From an optimization exercise on the open Yosys and OpenROAD flow, aimed at small area, a short achievable clock period and few clock cycles per item; shortcuts taken in it are not production practice.
The RTL was checked by simulation tests, not by an equivalence proof against the original design.
Power figures rest on the tool's default switching activity, not on a simulated workload.

Design dds_freq_scaler, start of the top module:
module dds_freq_scaler (
    input  wire        clk,
    input  wire        rst,                 
    input  wire        in_valid,
    output wire        in_ready,
    input  wire [47:0] in_q,
    input  wire [31:0] in_ref,
    output wire        out_valid,
    input  wire        out_ready,
    output wire [27:0] out_word,
    output reg  [1:0]  out_err
);
clock: 10.0 ns
lec_check: 0
cap_margin: 20
core_margin: 2
core_utilization: 60
cts_buf_list: sky130_fd_sc_hd__clkbuf_4 sky130_fd_sc_hd__clkbuf_8
slew_margin: 20
standard.sh (not shown) runs the stock make flow with config.mk's settings and CLKGATE_MAP_FILE= SYNTH_SCRIPT=/design/flow/synth_recipe.tcl, a recipe that flattens the netlist after the stock synthesis.
==> flow/flow/run.sh <==
#!/bin/bash
# Standard ORFS layout (the standard.sh), with two flow knobs changed:
#  - port buffers are buf_1 cells instead of the resizer's default pick;
set -euo pipefail
export BUFFER_PORTS_ARGS="-buffer_cell sky130_fd_sc_hd__buf_1"
export SETUP_SLACK_MARGIN="${SETUP_SLACK_MARGIN_OVERRIDE:-7.0}"
bash standard.sh > standard_flow.log 2>&1
Testbench counts at the start, summed over its fixed seeds: cycles 69,998, items 2,400.
Rerun with:
--- a/flow/config.mk
+++ b/flow/config.mk
@@ -10 +10 @@
-export CORE_UTILIZATION = 60
+export CORE_UTILIZATION = 50
Sequential power barely changes.
Count of clock-buffer cells in the layout shrinks by 1.
Total power came out higher by 3.3%.
Non-clock buffer count rises by 15.
Critical path depth stays the same.
Rerun with:
--- a/flow/flow/run.sh
+++ b/flow/flow/run.sh
@@ -6 +6 @@
-export SETUP_SLACK_MARGIN="${SETUP_SLACK_MARGIN_OVERRIDE:-7.0}"
+export SETUP_SLACK_MARGIN="${SETUP_SLACK_MARGIN_OVERRIDE:-6.95}"
--- a/flow/config.mk
+++ b/flow/config.mk
@@ -10 +10 @@
-export CORE_UTILIZATION = 50
+export CORE_UTILIZATION = 60
Global-route usage climbs by 3.8 points.
Power climbs by a few percent.
Setup slack loses 39 ps.

== job 101 ==
Another version of the RTL of dds_freq_scaler (not shown whole).
For scale: roughly 620 cells after synthesis, about 110 flip-flops, roughly 120 I/O pins, ~0.0061 sq mm of cells after synthesis.
## dds_freq_scaler
module dds_freq_scaler (
    input  wire        clk,
    input  wire        rst,                 
    input  wire        in_valid,
    output wire        in_ready,
    input  wire [47:0] in_q,
    input  wire [31:0] in_ref,
    output wire        out_valid,
    input  wire        out_ready,
    output wire [27:0] out_word,
    output reg  [1:0]  out_err
);
clock: 10.0 ns
lec_check: 0
cap_margin: 20
core_margin: 2
core_utilization: 60
cts_buf_list: sky130_fd_sc_hd__clkbuf_4 sky130_fd_sc_hd__clkbuf_8
slew_margin: 20
==> flow/flow/run.sh <==
#!/bin/bash
# Standard ORFS layout (the standard.sh), with two flow knobs changed:
#  - port buffers are buf_1 cells instead of the resizer's default pick;
set -euo pipefail
export BUFFER_PORTS_ARGS="-buffer_cell sky130_fd_sc_hd__buf_1"
export SETUP_SLACK_MARGIN="${SETUP_SLACK_MARGIN_OVERRIDE:-7.0}"
bash standard.sh > standard_flow.log 2>&1
Testbench counts of job 101, summed over its fixed seeds: cycles 69,998, items 2,400.
--- input diff job 101..job 102 ---
diff --git a/flow/flow/run.sh b/flow/flow/run.sh
--- a/flow/flow/run.sh
+++ b/flow/flow/run.sh
@@ -6 +6 @@
-export SETUP_SLACK_MARGIN="${SETUP_SLACK_MARGIN_OVERRIDE:-7.0}"
+export SETUP_SLACK_MARGIN="${SETUP_SLACK_MARGIN_OVERRIDE:-7.05}"
[summary]
From job 101 to job 102 the numbers moved as follows: proportion of layout cells with a drive suffix above 1 picked up an extra 2.7 points; cell area picked up an extra 0.91%; register-to-register slack neither gained nor lost much; leakage power picked up an extra about 1.8%. Changes observed in job 102 relative to job 101: worst hold slack barely changed; wire length of the first global-routing pass barely changed; total chip power climbed about 0.6%; sequential share of layout area climbed 0.25 points; part of the power in combinational logic climbed 0.2 points. Diff job 101 -> job 102: wire length per cell has increased, wire length increased 0.94%.
## Diff of input files: job 103 against job 102
diff --git a/flow/flow/run.sh b/flow/flow/run.sh
--- a/flow/flow/run.sh
+++ b/flow/flow/run.sh
@@ -6 +6 @@
-export SETUP_SLACK_MARGIN="${SETUP_SLACK_MARGIN_OVERRIDE:-7.05}"
+export SETUP_SLACK_MARGIN="${SETUP_SLACK_MARGIN_OVERRIDE:-6.9}"
### Flow results
Every run in the comparison, job 102 and job 103, completed the flow with a clean layout. Combinational power delta (job 102 -> job 103): insignificant. Global-route usage delta (job 103 -> job 102): insignificant. Between job 103 and job 102, the number of instances in the synthesized netlist figures differ only marginally. Route | job 103 vs job 102 | wire shorter in job 103. On clock power, job 102 and job 103 are neck and neck. Minimum clock period after layout up 80 ps in job 103 wrt job 102.

## rev 12
dds_freq_scaler, a different RTL version from the one above (not shown whole).
Size in the first run: about 560 cells after synthesis, about 110 flip-flops, ~120 I/O pins, ~0.0056 sq mm of cells after synthesis.
==> flow/config.mk <==
export PLATFORM = sky130hd
export DESIGN_NAME = dds_freq_scaler
export DESIGN_NICKNAME = dds_freq_scaler
export VERILOG_FILES = /design/flow/design.v
export SDC_FILE = /design/flow/constraint.sdc
export NUM_CORES = 4
export LEC_CHECK = 0
export CAP_MARGIN = 20
export CORE_MARGIN = 2
export CORE_UTILIZATION = 60
export CTS_BUF_LIST = sky130_fd_sc_hd__clkbuf_4 sky130_fd_sc_hd__clkbuf_8
export GPL_ROUTABILITY_DRIVEN = 0
export SLEW_MARGIN = 20
==> flow/constraint.sdc <==
create_clock -name core_clock -period 10.0 [get_ports {clk}]
set_input_delay 2.0000 -clock core_clock [delete_from_list [all_inputs] [get_ports {clk}]]
set_output_delay 2.0000 -clock core_clock [all_outputs]
set_load 0.01 [all_outputs]
==> flow/flow/run.sh <==
#!/bin/bash
# Standard ORFS layout (the standard.sh), with two flow knobs changed:
#  - port buffers are buf_1 cells instead of the resizer's default pick;
set -euo pipefail
export BUFFER_PORTS_ARGS="-buffer_cell sky130_fd_sc_hd__buf_1"
export SETUP_SLACK_MARGIN="${SETUP_SLACK_MARGIN_OVERRIDE:-6.9}"
bash standard.sh > standard_flow.log 2>&1
Testbench counts of rev 12, summed over its fixed seeds: cycles 77,100, items 2,400.
Inputs modified between rev 12 and rev 13:
--- a/flow/flow/run.sh
+++ b/flow/flow/run.sh
@@ -6 +6 @@
-export SETUP_SLACK_MARGIN="${SETUP_SLACK_MARGIN_OVERRIDE:-6.9}"
+export SETUP_SLACK_MARGIN="${SETUP_SLACK_MARGIN_OVERRIDE:-6.8}"
--- a/flow/config.mk
+++ b/flow/config.mk
@@ -12 +11,0 @@
-export GPL_ROUTABILITY_DRIVEN = 0
Notes after the runs:
- Rev 13 went all the way through the flow, and no timing, DRC or antenna check failed.
- Cell type of the slowest stage on the worst timing path = sky130_fd_sc_hd__dfxtp_4: rev 13; cell type of the slowest stage on the worst timing path = sky130_fd_sc_hd__dfxtp_1: rev 12
- Re fmax: rev 13 and rev 12 aren't equal, and the lower value belongs to rev 13.
- In terms of worst IR drop on VDD, rev 12 and rev 13 differ only marginally.
- met3 wire length was higher in the run labelled rev 13.
- Relative to rev 12, the sequential share of layout area of rev 13 is higher by 0.19 points.
- Combinational group share of total power: rev 13 lower than rev 12

what the ideal ports hide:
Ports are ideal in the flow. The routed layouts listed here were re-timed in OpenROAD. Step 1 (the two cells are an assumption about what drives the block):
set clk [get_ports {clk}]
set_driving_cell -lib_cell sky130_fd_sc_hd__clkbuf_16 $clk
set_driving_cell -lib_cell sky130_fd_sc_hd__buf_2 [delete_from_list [all_inputs] $clk]
Step 2 adds t to the input delays and takes it off the output delays; t is the mean of the earliest and latest rising clock arrival at the registers after step 1. Input paths then give back, and output paths get back, about the clock's delay inside the block. Slacks: ideal / step 1 / step 2; pairs: ideal / step 1.
run | t (ns) | setup slack, ns | worst slew at a driven data input, ns
the first run of note 1 | 0.415 | 7.028 / 6.996 / 6.696 | 0.04
the second run of note 1 | 0.429 | 7.048 / 7.013 / 6.710 | 0.04
the third run of note 1 | 0.418 | 7.009 / 6.976 / 6.674 | 0.04
job 101 | 0.394 | 7.039 / 7.006 / 6.665 | 0.04
job 102 | 0.397 | 7.051 / 7.051 / 6.667 | 0.04
job 103 | 0.396 | 6.971 / 6.938 / 6.667 | 0.04
rev 12 | 0.407 | 6.948 / 6.916 / 6.995 | 0.04
rev 13 | 0.411 | 6.918 / 6.895 / 6.918 | 0.04
After both steps setup and hold are still met in every run listed. For job 102, which loses most, drivers alone change the setup slack by 0.000 ns; drivers and shift together by -0.384 ns.
